This design comes from an exercise in tuning for small area, a short achievable clock period and few clock cycles on the open sky130 flow, not from production work. Where RTL was checked, it was by simulation tests only, not by an equivalence proof against the original. No functional check of the RTL was part of run 1. Power figures rest on the tool's default switching activity, not on a simulated workload.

### flow/design.v
module jk_uart #(
    parameter integer P    = 248,    
    parameter integer BUSY = 0,      
    parameter integer SW   = 5       
) (
    input  wire          clk,
    input  wire          clr,         
    input  wire          wr,          
    input  wire          fall,        
    input  wire          level,       
    input  wire          stp,         
    input  wire          ev,          
    input  wire [SW-1:0] s,           
    output wire          act,         
    output wire [8:0]    n_out,
    output wire [8:0]    gn,          
    output wire          ginf,        
    output reg           pb_valid,
    output wire [7:0]    pb_data
);
    localparam integer ARMN = P + P / 2 + 1;
    localparam integer NW   = $clog2(ARMN + 1);
    reg  [3:0]    br;      
    reg  [NW-1:0] n;       
    reg  [7:0]    acc;     
    reg           pend;    
    reg  [NW-1:0] pr;      
    wire last = br == 4'd1;
    wire qd   = BUSY == 2 && pend;
    assign act     = br != 4'd0;
    assign n_out   = n;
    assign gn      = last ? pr : P;
    assign ginf    = last && !qd;
    assign pb_data = acc;
    always @(posedge clk) begin
        pb_valid <= 1'b0;
        if (clr) begin
            br   <= 4'd0;
            pend <= 1'b0;
        end else if (wr) begin
            if (fall) begin
                if (br == 4'd0 || (last && BUSY == 1)) begin
                    br <= 4'd9;
                    n  <= ARMN[NW-1:0];
                end else if (last && BUSY == 2 && !pend) begin
                    pend <= 1'b1;
                    pr   <= ARMN[NW-1:0] - n;
                end
            end
        end else if (stp && act) begin
            if (!ev) begin
                n <= n - s;
            end else if (!last) begin
                acc <= {level, acc[7:1]};
                br  <= br - 1'b1;
                n   <= P[NW-1:0];
            end else begin
                pb_valid <= 1'b1;
                if (qd) begin
                    pend <= 1'b0;
                    br   <= 4'd9;
                    n    <= pr;
                end else begin
                    br <= 4'd0;
                end
            end
        end
    end
endmodule
module jk_kbd #(
    parameter integer T_START     = 36,
    parameter integer T_ZERO      = 10,
    parameter integer T_ONE       = 22,
    parameter integer T_BYTEPAUSE = 50,
    parameter integer T_WORDPAUSE = 120,
    parameter integer SW          = 5
) (
    input  wire          clk,
    input  wire          clr,
    input  wire [17:0]   keylatch,    
    input  wire          setkey,      
    input  wire [17:0]   setkey_code,
    input  wire          stp,
    input  wire          ev,
    input  wire [SW-1:0] s,
    output wire          act,
    output wire [8:0]    n_out,
    output wire [8:0]    gn,          
    output wire          ginf,        
    output reg           stb_valid
);
    localparam [2:0] IDLE       = 3'd0,
                     START_WAIT = 3'd1,
                     BIT_WAIT   = 3'd2,
                     BYTE_PAUSE = 3'd3,
                     WORD_PAUSE = 3'd4;
    reg  [2:0]  phase;
    reg  [17:0] code;
    reg         widx;
    reg  [2:0]  bidx;
    reg  [6:0]  n;
    reg  [17:0] pend;
    wire [7:0]  word       = widx ? code[7:0] : code[15:8];
    wire [2:0]  nbidx      = bidx + 1'b1;
    wire        bit0       = word[7];
    wire        nbit       = word[3'd7 - nbidx];
    wire        poll_pend  = pend[17:16] != 2'd0;
    wire        poll_latch = keylatch[17:16] != 2'd0;
    wire        poll       = poll_pend || poll_latch;
    wire [17:0] poll_code  = poll_pend ? pend : keylatch;
    wire        idle       = phase == IDLE;
    wire        byte2      = code[17:16] == 2'd2 && !widx;
    reg  [6:0]  n_ev;
    always @* begin
        case (phase)
            START_WAIT: n_ev = bit0 ? T_ONE : T_ZERO;
            BIT_WAIT:   n_ev = bidx != 3'd7 ? (nbit ? T_ONE : T_ZERO)
                             : byte2 ? T_BYTEPAUSE : T_WORDPAUSE;
            default:    n_ev = T_START;
        endcase
    end
    assign act   = !idle || poll;
    assign n_out = {2'b00, n};    
    assign gn    = {2'b00, n_ev};
    assign ginf  = (idle || phase == WORD_PAUSE) && !poll;
    always @(posedge clk) begin
        stb_valid <= 1'b0;
        if (clr) begin
            phase <= IDLE;
            n     <= 7'd1;
            pend  <= 18'd0;
        end else if (setkey) begin
            if (!idle && setkey_code[17:16] != 2'd0 && setkey_code != code && !poll_pend)
                pend <= setkey_code;
        end else if (stp && act) begin
            if (!ev) begin
                n <= n - s;
            end else begin
                n <= n_ev;
                case (phase)
                    START_WAIT: begin
                        stb_valid <= 1'b1;
                        phase     <= BIT_WAIT;
                        bidx      <= 3'd0;
                    end
                    BIT_WAIT: begin
                        stb_valid <= 1'b1;
                        bidx      <= nbidx;
                        if (bidx == 3'd7)
                            phase <= byte2 ? BYTE_PAUSE : WORD_PAUSE;
                    end
                    BYTE_PAUSE: begin
                        widx  <= 1'b1;
                        bidx  <= 3'd0;
                        phase <= START_WAIT;
                    end
                    default: begin    
                        if (poll) begin
                            code  <= poll_code;
                            widx  <= 1'b0;
                            bidx  <= 3'd0;
                            phase <= START_WAIT;
                            if (poll_pend)
                                pend <= 18'd0;
                        end else begin
                            phase <= IDLE;
                            n     <= 7'd1;
                        end
                    end
                endcase
            end
        end
    end
endmodule
module jkbus_io (
    input  wire         clk,
    input  wire         rst,           
    input  wire         cmd_valid,
    output wire         cmd_ready,
    input  wire [31:0]  cmd,
    input  wire [7:0]   ext_rdata,     
    output reg          rsp_valid,     
    output wire [7:0]   rsp_data,
    output reg          ext_valid,     
    output wire         ext_we,
    output wire [1:0]   ext_dev,
    output wire [15:0]  ext_port,
    output wire [7:0]   ext_data,
    output reg          xtick_valid,   
    output wire [27:0]  xtick_count,
    output reg          reset_ev,      
    output wire [3:0]   pb_valid,      
    output wire [31:0]  pb_data,
    output wire [127:0] pb_time,
    output wire         stb_valid,     
    output wire [31:0]  stb_time
);
    localparam [7:0] PORT_IDLE = 8'hFF;
    reg  [31:0] c;
    reg  [7:0]  cx;        
    reg         cv;        
    reg         st;        
    reg  [7:0]  cr0;
    reg         cr1_7, cr2_0, cr2_2;
    reg  [3:0]  cr3_52;    
    reg  [7:0]  inlatch;
    reg  [17:0] keylatch;
    reg  [31:0] tnow;
    wire [15:0] addr = c[23:8];
    wire [7:0]  dat  = c[7:0];
    wire [1:0]  k_len = c[25:24];
    wire [7:0]  k_w0  = c[15:8];
    wire [7:0]  k_w1  = c[7:0];
    wire is_ioread   = c[31:24] == 8'h20 && c[7:0] == 8'h00;
    wire is_iowrite  = c[31:24] == 8'h30;
    wire is_setkey   = c[31:26] == 6'b100000 && c[23:16] == 8'h00 && k_len != 2'd3
                       && !(k_len == 2'd0 && (k_w0 != 8'd0 || k_w1 != 8'd0))
                       && !(k_len == 2'd1 && k_w1 != 8'd0);
    wire is_setinput = c[31:8] == 24'h900000;
    wire is_reset    = c == 32'hF0000000;
    wire m0 = addr[7:0] == 8'h04;
    wire m1 = addr[7:3] == 5'b11100;
    wire m2 = !addr[2];
    wire m3 = addr == 16'h0085;
    wire m4 = addr[7:1] == 7'b0100011;
    wire m6 = addr[15:8] == 8'h12 && addr[3:0] == 4'hD;
    wire m7 = addr[3:0] == 4'h5;
    wire w0 = m0;
    wire w1 = m1;
    wire w2 = !m1 && m2;
    wire w3 = m3;
    wire w4 = m4;
    wire w6 = m6;
    wire r6 = m6;
    wire r7 = !m1 && m7;
    wire rx = m1 || m2 || m4;       
    wire wx = rx;
    wire do_wr  = cv && is_iowrite;
    wire do_rd  = cv && is_ioread;
    wire do_rst = cv && is_reset;
    wire clr    = rst || do_rst;
    wire wr0  = do_wr && w0;
    wire wr1  = do_wr && w3;
    wire wr2  = do_wr && w4;
    localparam integer SW   = 5;
    localparam [SW-1:0] SMAX = {SW{1'b1}};
    reg           rb;                  
    reg           rdy;                 
    wire [27:0]   rem = c[27:0];
    wire [SW-1:0] rlo = rem[SW-1:0];
    wire [27-SW:0] rhi = rem[27:SW];
    wire [4:0]  act, ginf;
    wire [8:0]  n0, n1, n2, n3, n4;
    wire [8:0]  g0, g1, g2, g3, g4;
    wire [8:0]  nn [0:4];
    wire [8:0]  gg [0:4];
    assign nn[0] = n0; assign nn[1] = n1; assign nn[2] = n2; assign nn[3] = n3; assign nn[4] = n4;
    assign gg[0] = g0; assign gg[1] = g1; assign gg[2] = g2; assign gg[3] = g3; assign gg[4] = g4;
    function lt_f;
        input [SW-1:0] a, b;
        integer k;
        reg r;
        begin
            r = 1'b0;
            for (k = 0; k < SW; k = k + 1)
                r = (!a[k] && b[k]) || (!(a[k] && !b[k]) && r);
            lt_f = r;
        end
    endfunction
    function eq_f;
        input [SW-1:0] a, b;
        integer k;
        reg r;
        begin
            r = 1'b1;
            for (k = 0; k < SW; k = k + 1)
                r = r && !(a[k] && !b[k]) && !(!a[k] && b[k]);
            eq_f = r;
        end
    endfunction
    reg  [4:0]    hit, ev, eqr, hz;
    reg  [SW-1:0] nmin;
    reg  [9:0]    h;
    integer i, j;
    always @* begin
        for (i = 0; i < 5; i = i + 1) begin
            hit[i] = act[i] && nn[i][8:SW] == 0 && (rb || !lt_f(rlo, nn[i][SW-1:0]));
            eqr[i] = nn[i][8:SW] == 0 && eq_f(rlo, nn[i][SW-1:0]);
            h      = {1'b0, nn[i]} + {1'b0, gg[i]};
            hz[i]  = ginf[i] || h[9:SW] != 0 || lt_f(rlo, h[SW-1:0]);
        end
        for (i = 0; i < 5; i = i + 1) begin
            ev[i] = hit[i];
            for (j = 0; j < 5; j = j + 1)
                if (j != i && hit[j] && lt_f(nn[j][SW-1:0], nn[i][SW-1:0])) ev[i] = 1'b0;
        end
        nmin = 0;
        for (i = 0; i < 5; i = i + 1)
            if (ev[i]) nmin = nmin | nn[i][SW-1:0];
    end
    wire          any_hit = hit != 5'd0;
    wire [SW-1:0] s       = any_hit ? nmin : rb ? SMAX : rlo;
    wire [4:0]    evs     = st ? ev : 5'd0;
    wire [SW:0]    lo_d   = {1'b0, rlo} - {1'b0, s};
    wire           bor    = lo_d[SW];
    wire [27-SW:0] rhi_m1;
    jk_incdec #(.W(28-SW), .DEC(1)) u_rdec (.a(rhi), .y(rhi_m1));
    wire [27:0]    rem_n  = {bor ? rhi_m1 : rhi, lo_d[SW-1:0]};
    wire           rhi_ge2 = rhi[27-SW:1] != 0;
    wire           rhi_eq1 = rhi == 1;
    wire           rb_n   = rhi_ge2 || (rhi_eq1 && !bor);
    wire           fin    = !rb && (!any_hit || (ev & eqr) != 5'd0);
    wire [SW:0]    t_lo   = {1'b0, tnow[SW-1:0]} + {1'b0, s};
    wire [31-SW:0] thi    = tnow[31:SW];
    wire [31-SW:0] thi_p1;
    jk_incdec #(.W(32-SW), .DEC(0)) u_tinc (.a(thi), .y(thi_p1));
    wire [31:0]    tnow_n = {t_lo[SW] ? thi_p1 : thi, t_lo[SW-1:0]};
    wire free_next = !rb && (hit & ~ev) == 5'd0 && (ev & ~hz) == 5'd0;
    assign cmd_ready = rdy;
    wire accept = cmd_valid && rdy;
    always @(posedge clk) begin
        rsp_valid   <= 1'b0;
        ext_valid   <= 1'b0;
        xtick_valid <= 1'b0;
        reset_ev    <= 1'b0;
        if (accept) begin
            c  <= cmd;
            cx <= ext_rdata;
            rb <= cmd[27:SW] != 0;
        end else if (st && !fin) begin
            c[27:0] <= rem_n;
            rb      <= rb_n;
        end
        if (rst) begin
            cv       <= 1'b0;
            st       <= 1'b0;
            rdy      <= 1'b1;
            cr0      <= 8'hFF;
            cr1_7    <= 1'b1;
            cr2_0    <= 1'b1;
            cr2_2    <= 1'b1;
            cr3_52   <= 4'd0;
            inlatch  <= 8'h00;
            keylatch <= 18'd0;
            tnow     <= 32'd0;
        end else begin
            cv <= accept && cmd[31:28] != 4'h4;
            if (accept)
                st <= cmd[31:28] == 4'h4 && cmd[27:0] != 28'd0;
            else if (st && fin)
                st <= 1'b0;
            if (accept)
                rdy <= 1'b0;
            else if (st)
                rdy <= fin || free_next;
            else
                rdy <= 1'b1;
            if (accept && cmd[31:28] == 4'h4)
                xtick_valid <= 1'b1;
            if (st)
                tnow <= tnow_n;
            if (do_wr) begin
                if (w0) cr0 <= dat;
                if (w3) cr1_7 <= dat[7];
                if (w4) begin cr2_0 <= dat[0]; cr2_2 <= dat[2]; end
                if (w6) cr3_52 <= dat[5:2];
                if (wx) ext_valid <= 1'b1;
            end
            if (do_rd) begin
                rsp_valid <= 1'b1;
                if (rx) ext_valid <= 1'b1;
            end
            if (cv && is_setkey)
                keylatch <= {k_len, k_w0, k_w1};
            if (cv && is_setinput)
                inlatch <= dat;
            if (do_rst) begin
                cr0      <= 8'hFF;
                cr1_7    <= 1'b1;
                cr2_0    <= 1'b1;
                cr2_2    <= 1'b1;
                cr3_52   <= 4'd0;
                reset_ev <= 1'b1;
            end
        end
    end
    assign xtick_count = c[27:0];
    assign ext_we      = c[28];
    assign ext_port    = addr;
    assign ext_data    = c[28] ? dat : cx;
    assign ext_dev     = m1 ? 2'd1 : m2 ? 2'd0 : 2'd2;
    assign rsp_data    = rx ? cx : m0 ? cr0 : r6 ? {2'b00, cr3_52, 2'b00} : r7 ? inlatch : PORT_IDLE;
    assign pb_time     = {tnow, tnow, tnow, tnow};
    assign stb_time    = tnow;
    jk_uart #(.P(248), .BUSY(0), .SW(SW)) u_uart0 (
        .clk(clk), .clr(clr), .wr(wr0), .fall(cr0[1] && !dat[1]), .level(cr0[1]),
        .stp(st), .ev(evs[0]), .s(s), .act(act[0]), .n_out(n0), .gn(g0), .ginf(ginf[0]),
        .pb_valid(pb_valid[0]), .pb_data(pb_data[7:0]));
    jk_uart #(.P(337), .BUSY(2), .SW(SW)) u_uart1 (
        .clk(clk), .clr(clr), .wr(wr1), .fall(cr1_7 && !dat[7]), .level(cr1_7),
        .stp(st), .ev(evs[1]), .s(s), .act(act[1]), .n_out(n1), .gn(g1), .ginf(ginf[1]),
        .pb_valid(pb_valid[1]), .pb_data(pb_data[15:8]));
    jk_uart #(.P(29), .BUSY(1), .SW(SW)) u_uart2 (
        .clk(clk), .clr(clr), .wr(wr2), .fall(cr2_0 && !dat[0]), .level(cr2_0),
        .stp(st), .ev(evs[2]), .s(s), .act(act[2]), .n_out(n2), .gn(g2), .ginf(ginf[2]),
        .pb_valid(pb_valid[2]), .pb_data(pb_data[23:16]));
    jk_uart #(.P(13), .BUSY(2), .SW(SW)) u_uart3 (
        .clk(clk), .clr(clr), .wr(wr2), .fall(cr2_2 && !dat[2]), .level(cr2_2),
        .stp(st), .ev(evs[3]), .s(s), .act(act[3]), .n_out(n3), .gn(g3), .ginf(ginf[3]),
        .pb_valid(pb_valid[3]), .pb_data(pb_data[31:24]));
    jk_kbd #(.T_START(36), .T_ZERO(10), .T_ONE(22), .T_BYTEPAUSE(50), .T_WORDPAUSE(120), .SW(SW)) u_kbd (
        .clk(clk), .clr(clr), .keylatch(keylatch),
        .setkey(cv && is_setkey), .setkey_code({k_len, k_w0, k_w1}),
        .stp(st), .ev(evs[4]), .s(s), .act(act[4]), .n_out(n4), .gn(g4), .ginf(ginf[4]),
        .stb_valid(stb_valid));
endmodule
module jk_incdec #(
    parameter integer W   = 8,
    parameter integer DEC = 0
) (
    input  wire [W-1:0] a,
    output wire [W-1:0] y
);
    assign y = DEC ? a - 1'b1 : a + 1'b1;
endmodule
### flow/run.sh
#!/bin/bash
# synth_recipe.tcl (not shown) runs the flow's synth.tcl, then flattens the netlist and writes it again
# the make line also repeats each setting of config.mk as NAME=value (left out here)
make -C /OpenROAD-flow-scripts/flow DESIGN_CONFIG=/design/flow/config.mk WORK_HOME=/design/flow/orfs CLKGATE_MAP_FILE= SYNTH_SCRIPT=/design/flow/synth_recipe.tcl finish
### flow/config.mk
export PLATFORM = sky130hd
export DESIGN_NAME = jkbus_io
export DESIGN_NICKNAME = jkbus_io
export VERILOG_FILES = /design/flow/design.v
export SDC_FILE = /design/flow/constraint.sdc
export NUM_CORES = 4
export LEC_CHECK = 0
export CAP_MARGIN = 20
export CORE_MARGIN = 2
export CORE_UTILIZATION = 35
export PLACE_DENSITY = 0.6
export SETUP_SLACK_MARGIN = 3.5
export SLEW_MARGIN = 20
### flow/constraint.sdc
create_clock -name core_clock -period 8.0 [get_ports {clk}]
set_input_delay 1.6000 -clock core_clock [delete_from_list [all_inputs] [get_ports {clk}]]
set_output_delay 1.6000 -clock core_clock [all_outputs]
set_load 0.01 [all_outputs]
==> results of run 1 <==
## power groups by stage
stage / sequential, mW / clock (mW) / combinational [mW]
after floorplan: 1.51 / 0 / 0.190
after global placement: 1.53 / 0 / 0.301
after detailed placement: 1.53 / 0 / 0.300
after CTS: 1.50 / 1.49 / 0.372
after global routing: 1.50 / 1.54 / 0.424
final: 1.50 / 1.46 / 0.403
## cell families (layout without fill, tap and decap cells)
logic type / count (synthesis) / after routing / share of synthesized area
multiplexers: 61 / 61 / 0.0391
flip-flops: 269 / 269 / 0.375
AO/OA/AOI/OAI: 414 / 415 / 0.157
adder cells (fa/ha/maj): 111 / 111 / 0.0785
XOR/XNOR: 111 / 111 / 0.0538
AND/OR/NAND/NOR: 661 / 662 / 0.184
buffers and inverters: 352 / 653 / 0.113
## state kept, by name, indices dropped and copies added, names as in the netlist, 4 cells and up
name / flops
cx: 8
u_kbd.code: 18
cr3_52: 4
u_uart3.acc: 8
u_uart0.acc: 8
u_uart1.pr: 9
u_uart2.acc: 8
keylatch: 18
u_uart3.br: 4
tnow: 32
u_uart3.pr: 5
u_uart2.br: 4
u_uart1.br: 4
c: 32
u_uart0.br: 4
u_uart1.n: 9
u_uart0.n: 9
u_uart3.n: 5
inlatch: 8
u_uart2.n: 6
u_uart1.acc: 8
u_kbd.pend: 18
u_kbd.n: 7
cr0: 8
## final timing paths
check                                    start             end  slack, ns  cells past startpoint
worst max-delay path            u_kbd.pend[17]        tnow[26]       3.20                     18
worst min-delay path            u_uart1.acc[4]  u_uart1.acc[3]       0.45                      0
worst max register to register  u_kbd.pend[17]        tnow[26]       3.20                     18
worst min register to register  u_uart1.acc[4]  u_uart1.acc[3]       0.45                      0
## metrics by stage
step                worst slack [ns]  utilization  cell area (um^2)  std cells  hold WS (ns)
floorplan                       3.41            -             18200       1979         0.422
global placement                2.11        0.401             20500       2714         0.430
detailed placement              2.08        0.401             20500       2714         0.433
CTS                             3.29        0.456             23300       2910         0.451
global route                    3.05        0.471             24100       2962         0.455
finish                          3.20        0.471             24100       2962         0.450
## Yosys cell counts (6+ instances only)
| cell type | number | area (um^2) |
|---|---|---|
| nand2b_1 | 45 | 282 |
| ha_1 | 80 | 1000 |
| o211ai_1 | 19 | 143 |
| o221ai_1 | 8 | 70.1 |
| o31ai_1 | 8 | 60.1 |
| nand3_1 | 43 | 215 |
| mux2i_1 | 30 | 300 |
| and2_1 | 12 | 75.1 |
| a31oi_1 | 16 | 100 |
| mux2_2 | 26 | 293 |
| o21ai_0 | 83 | 415 |
| nand2_1 | 145 | 544 |
| nor2_1 | 186 | 698 |
| a211o_1 | 6 | 52.6 |
| inv_1 | 67 | 251 |
| o2111ai_1 | 8 | 70.1 |
| and3_1 | 24 | 150 |
| nor4_1 | 28 | 175 |
| a21o_1 | 26 | 195 |
| nor3_1 | 48 | 240 |
| or3_1 | 23 | 144 |
| nor2b_1 | 35 | 219 |
| dfxtp_1 | 131 | 2620 |
| a21oi_1 | 92 | 460 |
| maj3_2 | 6 | 67.6 |
| or2_2 | 7 | 43.8 |
| nand4_1 | 23 | 144 |
| xnor2_1 | 65 | 569 |
| clkbuf_1 | 71 | 267 |
| o22ai_1 | 20 | 125 |
| edfxtp_1 | 138 | 4140 |
| o32ai_1 | 7 | 61.3 |
| xor2_1 | 46 | 403 |
| buf_4 | 184 | 1380 |
| buf_1 | 8 | 30.0 |
| buf_2 | 14 | 70.1 |
| a311oi_1 | 6 | 52.6 |
| a211oi_1 | 14 | 105 |
| a22o_1 | 19 | 166 |
| maj3_1 | 15 | 150 |
| a22oi_1 | 8 | 60.1 |
| a221oi_1 | 10 | 87.6 |
| fa_1 | 10 | 200 |
## area by class of cell
type / instances / area (um^2)
clock buffers: 47 / 928
clock inverters: 11 / 116
fillers: 4721 / 27100
inverters: 74 / 314
multi-input cells: 1360 / 10100
flip-flops and latches: 269 / 6780
well taps: 680 / 851
repair buffers: 521 / 4970
## placed cells by master, fill, tap and decap left out, types with 12 or more instances in the layout
cell type / instances
clkdlybuf4s50_1: 306
nor2_1: 181
buf_4: 176
nand2_1: 139
edfxtp_1: 138
dfxtp_1: 126
a21oi_1: 78
o21ai_0: 71
ha_1: 66
xnor2_1: 61
inv_1: 60
xor2_1: 46
nand2b_1: 44
nor3_1: 40
nand3_1: 37
clkbuf_16: 35
mux2i_1: 30
nor2b_1: 29
mux2_2: 26
a21o_1: 24
nand4_1: 23
nor4_1: 22
and3_1: 22
or3_1: 22
buf_6: 22
o22ai_1: 20
o211ai_1: 19
a22o_1: 19
a31oi_1: 15
a21oi_2: 14
a211oi_1: 14
maj3_1: 13
buf_12: 12
## per-layer routing
| metal | vias to the layer above | GRT usage | share of wire |
|---|---|---|---|
| met5 | - | 0 | 0 |
| met4 | 0 | 0.0853 | 0.039 |
| met3 | 138 | 0.0351 | 0.070 |
| met2 | 718 | 0.374 | 0.47 |
| met1 | 7873 | 0.292 | 0.42 |
| li1 | 7517 | - | - |
## critical path: stages (launching register included)
cell      delay, ns
dfxtp_4        0.34
or4_4          0.54
or4_4          0.47
and2_4         0.18
nand4_1        0.17
o211ai_1       0.19
nor3_4         0.28
a22o_1         0.25
a221oi_4       0.05
a31oi_4        0.33
ha_2           0.24
a21o_1         0.13
a21oi_2        0.07
o21bai_1       0.16
a21oi_2        0.11
or4_4          0.43
or2_4          0.28
or3_4          0.37
a21oi_2        0.12
## timing repair
action                                  in CTS  in global routing
resized for setup                          140                 73
pin swaps                                   62                 59
buffers inserted                           135                 50
endpoints found under the setup margin     103                 89
hold buffers                                 0                  0
gates cloned                                 3                  2
==> results.cfg, run 1 <==
[logic_synthesis]
seq_area_frac_synth = 0.375
synth-edff-count = 138
syn_avg_cell_area_um2 = 9.13
synth-warning-count = 6
netlist_instances = 1979
async_flop_share = 0
ys_types = 98
synth_top_flop_cell = edfxtp_1
syn_nets = 2112
netlist_area_mm2 = 0.0181
synth_seq_cells = 269

[detailed_routing]
drt-total-wl_um = 63300
dr.first_iter.drc_count = 1335
first_pass_iters = 5
post_drt_wl_per_cell_um = 21.4
vias = 16200
antenna_left = 0
drc = 0
viasPerCell = 5.48

[placement]
post-dp-hpwl_um = 42400
portBuffers = 307
place.gp.congestion = 0.911

[grt]
antenna_found_initial = 0
grt_max_degree = 67
grt_usage = 0.224
grt_pass1_wl_um = 94200
overflow = 0
grt_pass1_vias = 15700

[timing]
worst_slew_pin_slew_ns = 0.986
min_period_ns = 4.80
hold_viol = 0
max-slew-margin-rel = 0.338
report.final.slew_viol_count = 0
setup_tns_ns = 0
fin_worst_skew_ns = 0.0202
fin_crit_sh = 0.600
rsz0062_at_grt = true
fmax_mhz = 208
finalSetupViolCount = 0

[critical_path]
arrival_ns = 5.32
worstSetupPathType = register to register
cp-start-kind = register
critPathCaptureType = register
cp_max_fo = 7
required_ns = 8.52

[pwr]
ir_drop_mv = 0.160
combPwrFrac = 0.120
seq_power_share = 0.445
sw_frac_of_total = 0.249
internal_power_mw = 2.52
p_clk_frac = 0.435
power.switching_uw = 835
power_density_mw_per_mm2 = 139
p_total_mw = 3.36
p_leak_nw = 8.94

[floorplan]
ios = 308
die-height_um = 231
fp-row-count = 83
die_w_um = 231
die_area_mm2 = 0.0534
core_area_mm2 = 0.0512
initial_core_util = 0.353

[finish]
final_nets = 2390
area_delta_synth_final_pct = 33.4
drive_gt1_frac = 0.209
diodes = 0

[clock_network]
clkLatencyLatePin_ns = 0.59
cts_root_buf = clkbuf_16
path_clk_slew_ns = 0.06
cts_buffers = 31
clock-sinks = 269
clockBufferDepth = 3
cts_tree = done
cts-htree-levels = 1

[flow_run]
cap_violations = 0

[status]
status = finished clean

[hold_path]
hold_class = register to register
==> inputs of run 2 (changes only) <==
--- a/flow/design.v
+++ b/flow/design.v
@@ -182,3 +182,3 @@
     output reg          rsp_valid,     
-    output wire [7:0]   rsp_data,
+    output reg  [7:0]   rsp_data,
     output reg          ext_valid,     
@@ -280,4 +280,4 @@
     endfunction
-    reg  [4:0]    hit, ev, eqr, hz;
-    reg  [SW-1:0] nmin;
+    reg  [4:0]    nlo, hit, ev, eqr, hz;
+    reg  [SW-1:0] s;
     reg  [9:0]    h;
@@ -286,4 +286,5 @@
         for (i = 0; i < 5; i = i + 1) begin
-            hit[i] = act[i] && nn[i][8:SW] == 0 && (rb || !lt_f(rlo, nn[i][SW-1:0]));
-            eqr[i] = nn[i][8:SW] == 0 && eq_f(rlo, nn[i][SW-1:0]);
+            nlo[i] = nn[i][8:SW] == 0;
+            hit[i] = act[i] && nlo[i] && (rb || !lt_f(rlo, nn[i][SW-1:0]));
+            eqr[i] = nlo[i] && eq_f(rlo, nn[i][SW-1:0]);
             h      = {1'b0, nn[i]} + {1'b0, gg[i]};
@@ -294,10 +295,9 @@
             for (j = 0; j < 5; j = j + 1)
-                if (j != i && hit[j] && lt_f(nn[j][SW-1:0], nn[i][SW-1:0])) ev[i] = 1'b0;
+                if (j != i && act[j] && nlo[j] && lt_f(nn[j][SW-1:0], nn[i][SW-1:0])) ev[i] = 1'b0;
         end
-        nmin = 0;
+        s = hit == 5'd0 ? (rb ? SMAX : rlo) : {SW{1'b0}};
         for (i = 0; i < 5; i = i + 1)
-            if (ev[i]) nmin = nmin | nn[i][SW-1:0];
+            if (ev[i]) s = s | nn[i][SW-1:0];
     end
     wire          any_hit = hit != 5'd0;
-    wire [SW-1:0] s       = any_hit ? nmin : rb ? SMAX : rlo;
     wire [4:0]    evs     = st ? ev : 5'd0;
@@ -305,4 +305,3 @@
     wire           bor    = lo_d[SW];
-    wire [27-SW:0] rhi_m1;
-    jk_incdec #(.W(28-SW), .DEC(1)) u_rdec (.a(rhi), .y(rhi_m1));
+    wire [27-SW:0] rhi_m1 = rhi - 1'b1;
     wire [27:0]    rem_n  = {bor ? rhi_m1 : rhi, lo_d[SW-1:0]};
@@ -314,4 +313,3 @@
     wire [31-SW:0] thi    = tnow[31:SW];
-    wire [31-SW:0] thi_p1;
-    jk_incdec #(.W(32-SW), .DEC(0)) u_tinc (.a(thi), .y(thi_p1));
+    wire [31-SW:0] thi_p1 = thi + 1'b1;
     wire [31:0]    tnow_n = {t_lo[SW] ? thi_p1 : thi, t_lo[SW-1:0]};
@@ -322,2 +320,3 @@
         rsp_valid   <= 1'b0;
+        rsp_data    <= rx ? cx : m0 ? cr0 : r6 ? {2'b00, cr3_52, 2'b00} : r7 ? inlatch : PORT_IDLE;
         ext_valid   <= 1'b0;
@@ -391,3 +390,2 @@
     assign ext_dev     = m1 ? 2'd1 : m2 ? 2'd0 : 2'd2;
-    assign rsp_data    = rx ? cx : m0 ? cr0 : r6 ? {2'b00, cr3_52, 2'b00} : r7 ? inlatch : PORT_IDLE;
     assign pb_time     = {tnow, tnow, tnow, tnow};
@@ -416,10 +414 @@
 endmodule
-module jk_incdec #(
-    parameter integer W   = 8,
-    parameter integer DEC = 0
-) (
-    input  wire [W-1:0] a,
-    output wire [W-1:0] y
-);
-    assign y = DEC ? a - 1'b1 : a + 1'b1;
-endmodule
--- a/flow/config.mk
+++ b/flow/config.mk
@@ -11,3 +11,3 @@
 export PLACE_DENSITY = 0.6
-export SETUP_SLACK_MARGIN = 3.5
+export SETUP_SLACK_MARGIN = 4.5
 export SLEW_MARGIN = 20
==> run 2 against run 1 <==
Power grew 33%. Global-route usage grew 0.60 points. Still clean. Largest cell class unchanged. Critical path depth grew 3. Synthesized cell count grew 4.1%. Register-to-register slack gained 0.24 ns. Highest routed layer is now met5. Clock power shrank 4%.
==> results.cfg, run 2 <==
[status]
status = finished clean

[logic_synthesis]
seq_area_frac_synth = 0.376
synth-edff-count = 138
netlist_instances = 2060
async_flop_share = 0
synth_most_common_cell = nand2_1
synth_top_area_share = 0.225
syn_nets = 2193
synth_top_flop_cell = dfxtp_1
synth_top_cells_by_count = nand2_1, buf_4, nor2_1
synth-warning-count = 6
synth_area_leader_cell = edfxtp_1
syn_avg_cell_area_um2 = 8.93
netlist_area_mm2 = 0.0184
synth_seq_cells = 277
netlist_top_cells_area = edfxtp_1, dfxtp_1, buf_4
ys_types = 96

[pwr]
power_density_mw_per_mm2 = 179
p_leak_nw = 9.20
ir_drop_mv = 0.201

[critical_path]
critPathCaptureType = register
arrival_ns = 4.90
reg2reg_slack_ns = 3.44
r2r-start = u_uart1.n[6]
worstSetupPathType = register to register
worstReg2RegEnd = u_uart1.n[7]
cp-start-kind = register
cp_max_fo = 5
required_ns = 8.34
reg2reg_depth = 21

[placement]
post-dp-hpwl_um = 43300
place.gp.congestion = 0.941
portBuffers = 307
post-place-ws_ns = 2.09

[finish]
largestRegisters = c: 32 flops, tnow: 32 flops
nFillCells = 4734
area_delta_synth_final_pct = 35.9
mostFrequentLayoutCells = clkdlybuf4s50_1, nand2_1, buf_4
seq_area_mm2 = 0.00694
mostFrequentLayoutCell = clkdlybuf4s50_1
drive_gt1_frac = 0.226
diodes = 0
final_nets = 2491
multi_input_area_mm2 = 0.0106
fin_util = 0.479

[detailed_routing]
post_drt_wl_per_cell_um = 21.2
dr.first_iter.drc_count = 1310
antenna_left = 0
drc = 0
viasPerCell = 5.55
vias = 17000
first_pass_iters = 5
drt-total-wl_um = 65200

[clock_network]
cts_tree = done
clockBufferDepth = 3
cts_hold_buf = 0
cts_root_buf = clkbuf_16
cts_buffers = 31
cts-htree-levels = 1
clock-sinks = 277
path_clk_slew_ns = 0.07
clkLatencyLatePin_ns = 0.59

[floorplan]
die-height_um = 233
die_w_um = 233
die_area_mm2 = 0.0544
ios = 308
core_area_mm2 = 0.0522
fp-row-count = 84
initial_core_util = 0.352

[grt]
grt_pass1_vias = 16700
grt_usage = 0.230
grt_max_degree = 66
antenna_found_initial = 2
overflow = 0
grt_pass1_wl_um = 98100

[timing]
min_period_ns = 4.56
max-slew-margin-rel = 0.450
setup_tns_ns = 0
hold_viol = 0
fin_crit_sh = 0.570
fmax_mhz = 219
rsz0062_at_grt = true
setup_slack_ns = 3.44
finalSetupViolCount = 0
report.final.slew_viol_count = 0
worst_slew_pin_slew_ns = 0.822
fin_worst_skew_ns = 0.0345

[hold_path]
hold_start = cr1_7
hold_class = register to register
whs_path_depth = 0
min_to = u_uart1.acc[7]

[flow_run]
cap_violations = 0
-- run 2: changes by cell type after synthesis, moves of 11 or more --
cell	delta
buf_2	+15
a22o_1	-19
o21ai_0	+13
nor2_1	-16
a21oi_1	+44
nand2_1	+51
xor2_1	+14
xnor2_1	-11
-- run 2: cell families (layout without fill, tap and decap cells) --
group,count (synthesis),after routing,share of synthesized area
AOI/OAI and AO/OA,438,438,0.156
xor gates and xnor gates,114,114,0.0543
adders and majority gates,112,112,0.0774
buffers and inverters,362,684,0.113
DFF,277,277,0.376
muxes,53,53,0.0333
and+or+nand+nor,704,705,0.189
-- run 2: timing repair --
| item | 4_1_cts | 5_1_grt |
|---|---|---|
| resized for setup | 189 | 90 |
| cloned | 2 | 0 |
| buffers inserted | 169 | 40 |
| endpoints found under the setup margin | 262 | 231 |
| endpoints found under the hold margin | 0 | 0 |
| pin swaps | 83 | 77 |
-- run 2: cell type report --
cell class	count	area share
inverter	85	0.0144
clock inverter	14	0.00335
multi-input combinational	1422	0.425
sequential	277	0.277
tap	688	0.0344
clock buffer	44	0.0366
timing repair buffer	541	0.209
-- run 2: power breakdown --
group          total, mW  switching [mW]  leakage (nW)  internal [mW]
clock network       1.40           0.600         0.497          0.796
registers           1.64          0.0751          2.39           1.57
logic               1.44           0.725          6.32          0.712
-- run 2: per-layer routing --
| metal | vias up | global-route usage | wire length, um |
|---|---|---|---|
| li1 | 7795 | - | - |
| met1 | 8306 | 0.309 | 27900 |
| met2 | 774 | 0.378 | 30400 |
| met3 | 152 | 0.0355 | 4660 |
| met4 | 2 | 0.0772 | 2230 |
| met5 | - | 0 | 14 |
-- run 2: worst max-delay path by stage --
stage,start,slack [ns],to
2_1_floorplan,u_uart1.n[6],3.31,tnow[29]
3_3_place_gp,c[0],2.19,tnow[31]
3_5_place_dp,c[0],2.09,tnow[29]
4_1_cts,u_uart0.n[3],3.62,tnow[24]
5_1_grt,u_uart0.n[3],3.30,u_uart1.n[7]
6_report,u_uart1.n[6],3.44,u_uart1.n[7]
-- run 2: through the flow --
step                      power, mW  cell area [um^2]  hold slack, ns  instances
after floorplan                2.33             18600           0.408       2060
after global placement         2.67             21000           0.428       2802
after detailed placement       2.67             21000           0.426       2802
after CTS                      4.37             24300           0.442       3031
after global routing           4.66             25000           0.449       3071
final                          4.48             25000           0.437       3071
-- run 2: worst max-delay path, cell delays in order, from the launching register on --
cell and delay (ns):
edfxtp_1 0.40, or4_4 0.57, a21oi_4 0.23, buf_6 0.13, nand3_1 0.07, o21bai_4 0.22
o2111ai_4 0.17, nor3_1 0.09, a221o_1 0.31, a2111oi_4 0.31, buf_4 0.18, buf_12 0.13
ha_4 0.20, nor2b_4 0.13, o21ai_2 0.12, nand2b_1 0.10, a21o_1 0.20, a21o_1 0.17
or3_1 0.32, xnor2_1 0.13, nor2_1 0.08, o21ai_1 0.06
Testbench counts of run 2, summed over its fixed seeds: cycles 317,289.
==> inputs of run 3 (changes only) <==
--- a/flow/config.mk
+++ b/flow/config.mk
@@ -11,3 +11,3 @@
 export PLACE_DENSITY = 0.6
-export SETUP_SLACK_MARGIN = 4.5
+export SETUP_SLACK_MARGIN = 3.5
 export SLEW_MARGIN = 20
==> run 3 against run 2 <==
Via count decreased by 3.4%. Hold slack improved by 0.012 ns. Wire length down 3.0%. Die area did not move. Highest routed layer is now met4. Critical path depth down 1.
==> results.cfg, run 3 <==
[timing]
min_period_ns = 4.46
worst_slew_pin_slew_ns = 1.11
max-slew-margin-rel = 0.254
hold_viol = 0
fmax_mhz = 224
fin_worst_skew_ns = 0.0315
fin_crit_sh = 0.557
setup_tns_ns = 0
finalSetupViolCount = 0
report.final.slew_viol_count = 0
rsz0062_at_grt = true
setup_slack_ns = 3.54

[detailed_routing]
post_drt_wl_per_cell_um = 21.2
antenna_left = 0
viasPerCell = 5.50
first_pass_iters = 6
drc = 0
drt-total-wl_um = 63300
dr.first_iter.drc_count = 1309
vias = 16400

[logic_synthesis]
synthAdderAreaFrac = 0.0774
synth_area_leader_cell = edfxtp_1
synth_top_area_share = 0.225
ys_types = 96
synth_top_flop_cell = dfxtp_1
synth_top_family_by_area = simple AND/OR/NAND/NOR gates
netlist_top_cells_area = edfxtp_1, dfxtp_1, buf_4
synth_compound_area_frac = 0.156
synth_xor_area_frac = 0.0543
syn_nets = 2193
synthMuxAreaShare = 0.0333
synth-warning-count = 6
seq_area_frac_synth = 0.376
netlist_area_mm2 = 0.0184
async_flop_share = 0
yosys.area_share.simple = 0.189
synth_seq_cells = 277
synth_most_common_cell = nand2_1
netlist_instances = 2060
synth_top_cells_by_count = nand2_1, buf_4, nor2_1
syn_avg_cell_area_um2 = 8.93
synth-edff-count = 138

[clock_network]
clkLatencyLatePin_ns = 0.56
cts_root_buf = clkbuf_16
cts_tree = done
clockBufferDepth = 3
cts_hold_buf = 0
path_clk_slew_ns = 0.06
cts-htree-levels = 2
cts_buffers = 35
clock-sinks = 277

[floorplan]
core_area_mm2 = 0.0522
initial_core_util = 0.352
die-height_um = 233
ios = 308
fp-row-count = 84
die_w_um = 233
die_area_mm2 = 0.0544

[flow_run]
cap_violations = 0

[placement]
post-place-ws_ns = 1.94
portBuffers = 307
post-dp-hpwl_um = 44000
dp.cells = 2809
place.gp.congestion = 0.915

[critical_path]
critPathMaxStageDelay_ns = 0.41
reg2reg_depth = 20
cp_max_fo = 6
cp_common_cell = a21o_1
required_ns = 8.27
crit_chain = buf_12, nor2b_4, nand3b_1, o221a_1, o32ai_2, a211oi_2, and3_4, a221o_1, a2111oi_4, buf_6, ha_1, nor2b_1, o21ai_1, nand2b_1, a21o_1, a21o_1, or3_1, xnor2_1, nor2_1, o21ai_0
cpMaxStageDelayCell = edfxtp_1
arrival_ns = 4.73
worstReg2RegEnd = u_uart1.n[7]
reg2reg_slack_ns = 3.54
worst-path-stages = 20
worstSetupPathType = register to register
cp_num_buf_inv = 2
r2r-start = u_uart0.n[3]
cp-start-kind = register
critical_path.endpoint = u_uart1.n[7]
cp_top_family = compound AO/OA/AOI/OAI gates
cp-startpoint = u_uart0.n[3]
critPathCaptureType = register

[finish]
area_delta_synth_final_pct = 27.9
mostFrequentLayoutCells = clkdlybuf4s50_1, nand2_1, nor2_1
fin_util = 0.451
largestRegisters = c: 32 flops, tnow: 32 flops
mostFrequentLayoutCell = clkdlybuf4s50_1
final-instance-count-excl-fill = 2990
drive_gt1_frac = 0.158
diodes = 0
final_nets = 2408

[grt]
grt_pass1_vias = 15600
antenna_found_initial = 0
overflow = 0
grt_max_degree = 66
grt_usage = 0.223
grt_pass1_wl_um = 93800

[pwr]
power_density_mw_per_mm2 = 185
p_leak_nw = 8.59
ir_drop_mv = 0.103

[status]
status = finished clean

[hold_path]
hold_class = register to register
run 3: cell counts after synthesis:
No cell type changed its count.
run 3: routing by layer:
metal,GRT usage,wire length (um),vias to the layer above
met3,0.0382,4330,116
li1,-,-,7637
met5,0,0,-
met2,0.352,29000,698
met4,0.0669,1790,0
met1,0.310,28100,7996
run 3: through the flow:
step           power (mW)  cell area [um^2]  hold slack [ns]
6_report             4.36             23500            0.449
5_1_grt              4.55             23500            0.459
4_1_cts              4.31             22800            0.455
3_5_place_dp         2.65             20900            0.434
3_3_place_gp         2.65             20900            0.428
2_1_floorplan        2.32             18500            0.408
run 3: repair_timing:
item                                    CTS  global route
buffers inserted                         83            33
endpoints found under the setup margin   91            67
gates cloned                              1             0
gates resized for setup                  40            84
pin swaps                                14            30
run 3: final cells by class:
cell class                      count  area, um^2
Timing Repair Buffer              454        4280
Multi-Input combinational cell   1422        9970
Sequential cell                   277        6940
Clock buffer                       51        1030
Tap cell                          688         861
Fill cell                        4964       28700
Inverter                           85         355
Clock inverter                     13         111
run 3: worst min path at each step:
stage              startpoint        endpoint  depth (start not counted)
2_1_floorplan           cr1_7  u_uart1.acc[7]                          0
3_3_place_gp   u_uart3.acc[4]  u_uart3.acc[3]                          0
3_5_place_dp   u_uart1.acc[2]  u_uart1.acc[1]                          0
4_1_cts        u_uart0.acc[4]  u_uart0.acc[3]                          0
5_1_grt        u_uart3.acc[7]  u_uart3.acc[6]                          0
6_report       u_uart0.acc[4]  u_uart0.acc[3]                          0
run 3: cells by family after synthesis:
group	Yosys count
buffers and inverters	362
adder cells (fa/ha/maj)	112
multiplexers	53
AND/OR/NAND/NOR	704
XOR/XNOR	114
AO/OA/AOI/OAI	438
flip-flops	277
run 3: power by group:
group          leakage [nW]  switching, mW  internal, mW
combinational          5.64          0.595         0.526
sequential             2.39         0.0958          1.57
clock                 0.565          0.642         0.930
total                  8.59           1.33          3.03
==> inputs of run 4 (changes only) <==
==> flow/flow/run.sh (new file) <==
#!/bin/bash
# Standard layout, with the smallest buffer on each port.
export BUFFER_PORTS_ARGS="-buffer_cell sky130_fd_sc_hd__buf_1"
bash standard.sh > standard.log 2>&1
==> flow/standard.sh (new file) <==
#!/bin/bash
# synth_recipe.tcl (not shown) runs the flow's synth.tcl, then flattens the netlist and writes it again
# the make line also repeats each setting of config.mk as NAME=value (left out here)
make -C /OpenROAD-flow-scripts/flow DESIGN_CONFIG=/design/flow/config.mk WORK_HOME=/design/flow/orfs CLKGATE_MAP_FILE= SYNTH_SCRIPT=/design/flow/synth_recipe.tcl "${@:-finish}"
removed: flow/run.sh
==> run 4 against run 3 <==
Still clean on timing, DRC and antenna. Register-to-register slack got worse by 0.15 ns. First-iteration DRC count rose by 30%. Clock-buffer cell count up 2. Flip-flop and latch count is the same. Sequential power about the same. Critical endpoint is now c[16]. Highest routed layer is now met5.
==> results.cfg, run 4 <==
[grt]
antenna_found_initial = 1
use_met3 = 0.0331
grt_pass1_wl_um = 89100
met1_usage = 0.283
grt_pass1_vias = 15200
overflow = 0
gr-max-usage-layer = met2
use_met2 = 0.343
grt_max_degree = 66
grt_usage = 0.211

[pwr]
combPwrFrac = 0.234
power_density_mw_per_mm2 = 195
sw_frac_of_total = 0.314
p_leak_nw = 7.76
internal_power_mw = 2.87
power.switching_mw = 1.32
p_clk_frac = 0.367
ir_drop_mv = 0.163
seq_power_share = 0.399

[floorplan]
ios = 308
die_area_mm2 = 0.0544
initial_core_util = 0.352
fp-row-count = 84
die_w_um = 233
die-height_um = 233
core_area_mm2 = 0.0522

[logic_synthesis]
synth_area_leader_cell = edfxtp_1
async_flop_share = 0
synth_top_area_share = 0.225
netlist_area_mm2 = 0.0184
netlist_top_cells_area = edfxtp_1, dfxtp_1, buf_4
ys_types = 96
synth_top_flop_cell = dfxtp_1
synth_top_cells_by_count = nand2_1, buf_4, nor2_1
syn_nets = 2193
synth-warning-count = 6
syn_avg_cell_area_um2 = 8.93
synth_most_common_cell = nand2_1
seq_area_frac_synth = 0.376
synth-edff-count = 138
netlist_instances = 2060
synth_seq_cells = 277

[detailed_routing]
antenna_left = 0
post_drt_wl_per_cell_um = 20.0
dr.first_iter.drc_count = 1697
drc = 0
vias = 16400
first_pass_iters = 6
viasPerCell = 5.50
drt-total-wl_um = 59700

[critical_path]
required_ns = 8.27
cp-startpoint = u_uart0.n[5]
critPathMaxStageDelay_ns = 0.50
worstReg2RegEnd = c[16]
cp_common_cell = buf_6
worstSetupPathType = register to register
critPathCaptureType = register
cp_top_family = compound AO/OA/AOI/OAI gates
cp_max_fo = 6
reg2reg_depth = 18
reg2reg_slack_ns = 3.39
arrival_ns = 4.88
cpMaxStageDelayCell = edfxtp_1
cp_num_buf_inv = 3
r2r-start = u_uart0.n[5]
crit_chain = nor4_4, nand2_2, o32ai_2, a211oi_4, and3_4, a221o_1, a2111oi_4, buf_6, buf_6, ha_1, nor2b_1, o21ai_1, nand2b_1, a21o_1, a21oi_2, a21oi_4, nor2_4, clkbuf_16
cp-start-kind = register

[timing]
report.final.slew_viol_count = 0
min_period_ns = 4.61
fmax_mhz = 217
max-slew-margin-rel = 0.242
worst_slew_pin_slew_ns = 1.13
rsz0062_at_grt = true
setup_tns_ns = 0
hold_viol = 0
finalSetupViolCount = 0
fin_worst_skew_ns = 0.0385
fin_crit_sh = 0.576

[placement]
dp.cells = 2804
post-dp-hpwl_um = 41200
place.gp.congestion = 0.932
portBuffers = 307

[finish]
nFillCells = 5143
largestRegisters = c: 32 flops, tnow: 32 flops
final-instance-count-excl-fill = 2981
area_delta_synth_final_pct = 16.3
mostFrequentLayoutCells = buf_1, nand2_1, nor2_1
mostFrequentLayoutCell = buf_1
drive_gt1_frac = 0.147
final_nets = 2399
diodes = 0

[clock_network]
cts_hold_buf = 0
cts_root_buf = clkbuf_16
cts_buffers = 35
cts_tree = done
clockBufferDepth = 3
cts-htree-levels = 2
clock-sinks = 277
path_clk_slew_ns = 0.06
clkLatencyLatePin_ns = 0.56

[status]
status = finished clean

[hold_path]
min_to = u_uart2.acc[4]
hold_class = register to register
hold_start = u_uart2.acc[5]
whs_path_depth = 0

[flow_run]
cap_violations = 0
run 4: cell counts after synthesis:
Identical to the previous run, type by type.
run 4: routing by layer:
| layer | wire, um | up-vias |
|---|---|---|
| met5 | 17 | - |
| met4 | 1890 | 2 |
| met3 | 4220 | 135 |
| met2 | 27800 | 703 |
| met1 | 25800 | 7946 |
| li1 | - | 7604 |
run 4: layout make-up:
class / instances / area [um^2] / area share
repair buffers: 445 / 2290 / 0.107
clock buffers: 53 / 1030 / 0.0480
inverters: 85 / 343 / 0.0160
clock inverters: 11 / 82.6 / 0.00386
multi-input cells: 1422 / 9860 / 0.461
well taps: 688 / 861 / 0.0402
flip-flops and latches: 277 / 6940 / 0.324
run 4: power groups by stage:
stage / logic, mW / registers, mW / clock network, mW
3_3_place_gp: 0.812 / 1.71 / 0
3_5_place_dp: 0.823 / 1.72 / 0
2_1_floorplan: 0.668 / 1.65 / 0
4_1_cts: 0.929 / 1.67 / 1.57
6_report: 0.978 / 1.67 / 1.53
5_1_grt: 1.06 / 1.68 / 1.63
run 4: logic make-up (layout without fill, tap and decap cells):
| family | count (synthesis) | in the layout | share of synthesized area |
|---|---|---|---|
| simple gates | 704 | 705 | 0.189 |
| compound gates | 438 | 438 | 0.156 |
| fa+ha+maj | 112 | 112 | 0.0774 |
| xor+xnor | 114 | 114 | 0.0543 |
| buf+inv | 362 | 594 | 0.113 |
| mux | 53 | 53 | 0.0333 |
| flops | 277 | 277 | 0.376 |
run 4: repair_timing:
item | 4_1_cts | 5_1_grt
pin swaps | 12 | 29
setup endpoints to repair | 91 | 62
gates cloned | 1 | 1
gates resized for setup | 38 | 61
setup buffers | 91 | 20
run 4: worst max-delay path by stage:
stage | end | slack [ns] | cells after the start
floorplan | tnow[29] | 3.27 | 20
global placement | tnow[29] | 2.11 | 20
detailed placement | tnow[29] | 2.03 | 20
CTS | u_uart1.n[7] | 3.50 | 20
global route | c[11] | 3.27 | 20
finish | c[16] | 3.39 | 18
run 4: worst reg2reg max path, stage by stage (launching register included):
cell and delay [ns]:
edfxtp_1 0.50, nor4_4 0.39, nand2_2 0.21, o32ai_2 0.37
a211oi_4 0.10, and3_4 0.23, a221o_1 0.39, a2111oi_4 0.37
buf_6 0.18, buf_6 0.11, ha_1 0.21, nor2b_1 0.13
o21ai_1 0.12, nand2b_1 0.11, a21o_1 0.21, a21oi_2 0.21
a21oi_4 0.12, nor2_4 0.20, clkbuf_16 0.19
run 4: stage by stage:
| step | total power [mW] | cell area (um^2) | setup slack (ns) | utilization | hold WS [ns] |
|---|---|---|---|---|---|
| finish | 4.18 | 21400 | 3.39 | 0.410 | 0.448 |
| global route | 4.37 | 21400 | 3.27 | 0.410 | 0.453 |
| CTS | 4.17 | 20900 | 3.50 | 0.401 | 0.446 |
| detailed placement | 2.54 | 18900 | 2.03 | 0.363 | 0.433 |
| global placement | 2.53 | 18900 | 2.11 | 0.363 | 0.425 |
| floorplan | 2.32 | 18500 | 3.27 | - | 0.408 |
==> inputs of run 5 (changes only) <==
==> flow/flow/run.sh (replaced) <==
#!/bin/bash
# The standard layout (standard.sh runs ORFS from the standard synthesis to the
# final layout), with the smallest buffer, sky130_fd_sc_hd__buf_1, on each port.
export BUFFER_PORTS_ARGS="-buffer_cell sky130_fd_sc_hd__buf_1"
bash standard.sh > standard.log 2>&1
--- a/flow/config.mk
+++ b/flow/config.mk
@@ -10,2 +10,3 @@
 export CORE_UTILIZATION = 35
+export CTS_BUF_LIST = sky130_fd_sc_hd__clkbuf_4
 export PLACE_DENSITY = 0.6
==> run 5 against run 4 <==
Critical path depth is the same. Cell area up 1.6%. Power shrank 1.4%. Critical path type unchanged. Highest routed layer is now met4.
==> results.cfg, run 5 <==
[status]
status = finished clean

[detailed_routing]
top_layer = met4
vias = 16800
antenna_left = 0
dr.first_iter.drc_count = 1653
drc = 0
dr_wl_met2_um = 27800
wl_met1_um = 25800
post_drt_wl_per_cell_um = 19.6
first_pass_iters = 6
drt-total-wl_um = 60300
wl_met3_um = 4290
viasPerCell = 5.44

[finish]
mostFrequentLayoutCell = buf_1
final_nets = 2462
multi_input_area_mm2 = 0.0101
area_delta_synth_final_pct = 18.2
seq_area_mm2 = 0.00693
largestRegisters = c: 32 flops, tnow: 32 flops
fin_area_mm2 = 0.0217
drive_gt1_frac = 0.196
mostFrequentLayoutCells = buf_1, nand2_1, nor2_1
nFillCells = 5145

[placement]
dpl_cell_area_mm2 = 0.0189
place.gp.congestion = 0.932
portBuffers = 307
post-dp-hpwl_um = 41200

[logic_synthesis]
netlist_instances = 2060
synth_compound_area_frac = 0.156
synth_top_flop_cell = dfxtp_1
netlist_top_cells_area = edfxtp_1, dfxtp_1, buf_4
syn_nets = 2193
synth_top_area_share = 0.225
synthMuxAreaShare = 0.0333
synth_top_family_by_area = simple AND/OR/NAND/NOR gates
synth_seq_cells = 277
seq_area_frac_synth = 0.376
syn_avg_cell_area_um2 = 8.93
synth_most_common_cell = nand2_1
synth_top_cells_by_count = nand2_1, buf_4, nor2_1
synth-edff-count = 138
synthAdderAreaFrac = 0.0774
synth_xor_area_frac = 0.0543
ys_types = 96
async_flop_share = 0
netlist_area_mm2 = 0.0184
yosys.area_share.simple = 0.189
synth-warning-count = 6
synth_area_leader_cell = edfxtp_1

[clock_network]
cts_root_buf = clkbuf_4
clock-sinks = 277
cts_tree = done
clkLatencyLatePin_ns = 0.83
cts-htree-levels = 3
clockBufferDepth = 3
path_clk_slew_ns = 0.07
cts_buffers = 81

[timing]
setup_tns_ns = 0
worst_slew_pin_slew_ns = 1.17
fmax_mhz = 218
min_period_ns = 4.60
hold_viol = 0
report.final.slew_viol_count = 0
finalSetupViolCount = 0
rsz0062_at_grt = true
fin_crit_sh = 0.575
max-slew-margin-rel = 0.214
fin_worst_skew_ns = 0.0809

[floorplan]
initial_core_util = 0.352
ios = 308
core_area_mm2 = 0.0522
die_w_um = 233
die_area_mm2 = 0.0544
fp-row-count = 84
die-height_um = 233

[flow_run]
cap_violations = 0

[critical_path]
reg2reg_slack_ns = 3.40
arrival_ns = 5.10
worstSetupPathType = register to register
cp-start-kind = register
required_ns = 8.51
cp_max_fo = 12
critPathCaptureType = register

[pwr]
ir_drop_mv = 0.132
p_leak_nw = 8.01
power_density_mw_per_mm2 = 190

[hold_path]
hold_class = register to register

[grt]
grt_pass1_vias = 15500
grt_pass1_wl_um = 88900
grt_max_degree = 66
grt_usage = 0.211
overflow = 0
antenna_found_initial = 1
==> run 5: path summary, 6_finish.rpt <==
check,startpoint,endpoint,depth (start not counted)
worst max-delay path,u_kbd.n[4],c[27],18
worst min-delay path,u_uart0.acc[3],u_uart0.acc[2],0
worst max register to register,u_kbd.n[4],c[27],18
worst min register to register,u_uart0.acc[3],u_uart0.acc[2],0
==> run 5: per-stage QoR <==
stage | cells | hold WS, ns | util | setup slack [ns] | power [mW]
floorplan | 2060 | 0.408 | - | 3.27 | 2.32
global placement | 2804 | 0.425 | 0.363 | 2.11 | 2.53
detailed placement | 2804 | 0.433 | 0.363 | 2.03 | 2.54
CTS | 3044 | 0.431 | 0.401 | 3.47 | 4.08
global route | 3081 | 0.431 | 0.416 | 3.25 | 4.34
finish | 3081 | 0.439 | 0.416 | 3.40 | 4.13
==> run 5: final cells by class <==
cell class              count  area share
diodes                      1    0.000115
flip-flops and latches    277       0.319
clock buffers             129      0.0445
inverters                  85      0.0161
clock inverters            17     0.00604
well taps                 688      0.0396
multi-input cells        1422       0.462
repair buffers            462       0.112
==> run 5: cells by family (layout without fill, tap and decap cells) <==
group | Yosys count | after routing
compound gates | 438 | 438
xor+xnor | 114 | 114
fa+ha+maj | 112 | 112
buf+inv | 362 | 693
flops | 277 | 277
mux | 53 | 53
other cells | 0 | 1
simple gates | 704 | 705
==> run 5: metal layers <==
metal	vias to the layer above	GRT usage
li1	7787	-
met4	0	0.0943
met1	8099	0.278
met2	723	0.336
met3	158	0.0405
met5	-	0
==> run 5: power breakdown <==
part | switching (mW) | internal (mW) | leakage [nW]
Sequential | 0.0946 | 1.57 | 2.38
Clock | 0.643 | 0.794 | 0.655
Combinational | 0.592 | 0.432 | 4.97
==> run 5: worst max-delay path: stages, from the launching register on <==
cell and delay [ns]:
dfxtp_1 0.70, inv_1 0.24, nor2_1 0.24, a311oi_2 0.10, o32ai_4 0.19, a211oi_4 0.09
and3_4 0.23, a221o_1 0.39, a2111oi_4 0.36, buf_4 0.24, ha_1 0.24, nor2b_1 0.13
o21ai_2 0.10, nand2b_1 0.10, a21o_1 0.21, a21oi_2 0.19, a21oi_4 0.12, nor2_4 0.20
clkbuf_16 0.20
==> run 5: repair_timing <==
item / in CTS / in global routing
gates resized for setup: 39 / 102
gates cloned: 1 / 1
setup endpoints to repair: 91 / 61
setup buffers: 93 / 35
pin swaps: 13 / 53
hold buffers: 0 / 0
==> inputs of run 6 (changes only) <==
--- a/flow/config.mk
+++ b/flow/config.mk
@@ -10,3 +10,3 @@
 export CORE_UTILIZATION = 35
-export CTS_BUF_LIST = sky130_fd_sc_hd__clkbuf_4
+export CTS_BUF_LIST = sky130_fd_sc_hd__clkbuf_8
 export PLACE_DENSITY = 0.6
==> run 6 against run 5 <==
Still clean. Clock power about the same. Sequential share of layout area increased by 0.16 points. Register-to-register slack improved by 0.16 ns. Clock-buffer cell count decreased by 64. First-iteration DRC count shrank 9.5%. Combinational power about the same. Cell count fell by 1.9%.
==> results.cfg, run 6 <==
[critical_path]
cp_num_buf_inv = 3
arrival_ns = 4.80
required_ns = 8.36
reg2reg_depth = 20
cp_max_fo = 7
crit_chain = buf_4, nor2_1, a211oi_1, nor4_2, nor3_1, o311ai_1, buf_4, nor3_1, a2111oi_4, buf_6, ha_1, nor2b_1, o21ai_1, nand2b_1, a21o_1, a21o_1, or3_4, xnor2_1, nor2_1, o21ai_0
worst-path-stages = 20
cpMaxStageDelayCell = edfxtp_1
critPathCaptureType = register
worstSetupPathType = register to register
cp-startpoint = u_uart3.n[1]
cp-start-kind = register
critPathMaxStageDelay_ns = 0.50
cp_top_family = simple AND/OR/NAND/NOR gates
r2r-start = u_uart3.n[1]

[finish]
nFillCells = 5121
mostFrequentLayoutCell = buf_1
largestRegisters = c: 32 flops, tnow: 32 flops
diodes = 0
final-instance-count-excl-fill = 3024
mostFrequentLayoutCells = buf_1, nand2_1, nor2_1
final_nets = 2427
fin_area_mm2 = 0.0216
drive_gt1_frac = 0.168
area_delta_synth_final_pct = 17.6

[clock_network]
clockBufferDepth = 3
cts_root_buf = clkbuf_8
path_clk_slew_ns = 0.06
cts_tree = done
clkLatencyLatePin_ns = 0.64
clock-sinks = 277
cts-htree-levels = 2
cts_buffers = 51
cts_hold_buf = 0

[logic_synthesis]
syn_nets = 2193
synth_area_leader_cell = edfxtp_1
synth-warning-count = 6
netlist_area_mm2 = 0.0184
netlist_top_cells_area = edfxtp_1, dfxtp_1, buf_4
synth_top_flop_cell = dfxtp_1
netlist_instances = 2060
synth_top_area_share = 0.225
seq_area_frac_synth = 0.376
synth_seq_cells = 277
ys_types = 96
async_flop_share = 0
syn_avg_cell_area_um2 = 8.93
synth-edff-count = 138
synth_most_common_cell = nand2_1
synth_top_cells_by_count = nand2_1, buf_4, nor2_1

[detailed_routing]
viasPerCell = 5.46
first_pass_iters = 5
post_drt_wl_per_cell_um = 19.9
drc = 0
vias = 16500
dr.first_iter.drc_count = 1496
antenna_left = 0
drt-total-wl_um = 60300

[pwr]
power_density_mw_per_mm2 = 191
ir_drop_mv = 0.158
sw_frac_of_total = 0.322
internal_power_mw = 2.80
p_leak_nw = 7.92
power.switching_mw = 1.33
seq_power_share = 0.405
p_clk_frac = 0.349
combPwrFrac = 0.246

[floorplan]
core_area_mm2 = 0.0522
initial_core_util = 0.352
ios = 308
die_w_um = 233
fp-row-count = 84
die-height_um = 233
die_area_mm2 = 0.0544

[timing]
fin_crit_sh = 0.555
min_period_ns = 4.44
rsz0062_at_grt = true
finalSetupViolCount = 0
max-slew-margin-rel = 0.236
fmax_mhz = 225
hold_viol = 0
fin_worst_skew_ns = 0.0311
worst_slew_pin_slew_ns = 1.14
hold_ws_ns = 0.446
report.final.slew_viol_count = 0
setup_tns_ns = 0

[placement]
place.gp.congestion = 0.932
dpl_cell_area_mm2 = 0.0189
portBuffers = 307
post-dp-hpwl_um = 41200
dp.cells = 2804

[grt]
grt_usage = 0.211
grt_max_degree = 66
grt_pass1_wl_um = 88800
grt_pass1_vias = 15200
overflow = 0
antenna_found_initial = 0

[status]
status = finished clean

[hold_path]
whs_path_depth = 0
hold_start = u_uart2.acc[5]
hold_class = register to register

[flow_run]
cap_violations = 0
==> run 6: power groups by stage <==
| stage | combinational (mW) | sequential [mW] | clock [mW] |
|---|---|---|---|
| 5_1_grt | 1.10 | 1.68 | 1.54 |
| 2_1_floorplan | 0.668 | 1.65 | 0 |
| 6_report | 1.02 | 1.67 | 1.44 |
| 3_3_place_gp | 0.812 | 1.71 | 0 |
| 4_1_cts | 0.917 | 1.67 | 1.47 |
| 3_5_place_dp | 0.823 | 1.72 | 0 |
==> run 6: worst paths after layout <==
check	endpoint	slack [ns]
setup reg to reg	u_uart1.n[7]	3.56
hold reg to reg	u_uart2.acc[4]	0.45
hold / removal	u_uart2.acc[4]	0.45
setup / recovery	u_uart1.n[7]	3.56
==> run 6: what timing repair did <==
action                     in CTS  in global routing
resized for setup              40                 88
hold endpoints to repair        0                  0
gates cloned                    1                  1
buffers inserted               86                 37
setup endpoints to repair      91                 60
pin swaps                      11                 36
==> run 6: metal layers <==
metal	global-route usage	routed length, um	up-vias
met2	0.337	27600	724
met3	0.0386	4680	139
met4	0.0822	2180	0
met5	0	0	-
li1	-	-	7678
met1	0.282	25800	7969
==> run 6: logic make-up (layout without fill, tap and decap cells) <==
kind of cell,after synthesis,count (layout),share of synthesized area
AO/OA/AOI/OAI,438,438,0.156
XOR/XNOR,114,114,0.0543
adder cells (fa/ha/maj),112,112,0.0774
buffers and inverters,362,637,0.113
flip-flops,277,277,0.376
multiplexers,53,53,0.0333
AND/OR/NAND/NOR,704,705,0.189
==> run 6: stage by stage <==
stage,total power [mW],utilization,setup slack (ns)
global route,4.31,0.414,3.33
CTS,4.06,0.400,3.50
floorplan,2.32,-,3.27
global placement,2.53,0.363,2.11
detailed placement,2.54,0.363,2.03
finish,4.13,0.414,3.56
==> run 6: worst register-to-register path, stage by stage (launching register included) <==
cell and delay, ns:
edfxtp_1 0.50, buf_4 0.20, nor2_1 0.23, a211oi_1 0.14, nor4_2 0.44, nor3_1 0.13, o311ai_1 0.11, buf_4 0.23
nor3_1 0.10, a2111oi_4 0.33, buf_6 0.19, ha_1 0.23, nor2b_1 0.13, o21ai_1 0.12, nand2b_1 0.10, a21o_1 0.18
a21o_1 0.20, or3_4 0.33, xnor2_1 0.13, nor2_1 0.08, o21ai_0 0.07
==> run 6: final cells by class <==
class,instances,area (um^2),share of cell area
sequential,277,6940,0.321
multi-input combinational,1422,10000,0.463
clock buffer,65,895,0.0413
tap,688,861,0.0398
timing repair buffer,457,2410,0.111
clock inverter,30,186,0.00862
inverter,85,338,0.0156

[static timing again, ports no longer ideal]
The results above use ideal ports. As a check the final layouts listed here were re-extracted and re-timed, cells and wires unchanged. Step 1: set_driving_cell puts a clkbuf_16 on clk and a buf_2 on each other input, an assumption about the parent block. Step 2 also shifts input and output timing later by t, the mid clock arrival at the registers, as if the neighbouring blocks saw the same clock. Slacks: ideal / step 1 / step 2; pairs: ideal / step 1.
run | t, ns | setup slack, ns | latest minus earliest clock arrival (ns)
run 1 | 0.642 | 3.201 / 3.201 / 3.201 | 0.020 / 0.020
run 2 | 0.627 | 3.440 / 3.440 / 3.440 | 0.035 / 0.034
run 3 | 0.593 | 3.542 / 3.542 / 3.220 | 0.031 / 0.032
run 4 | 0.589 | 3.388 / 3.388 / 3.388 | 0.038 / 0.039
run 5 | 0.837 | 3.402 / 3.402 / 3.402 | 0.081 / 0.080
run 6 | 0.674 | 3.563 / 3.563 / 3.563 | 0.031 / 0.031
After both steps every run listed still meets setup and hold. For run 3, which loses most, drivers alone change the setup slack by 0.000 ns; drivers and shift together by -0.322 ns.
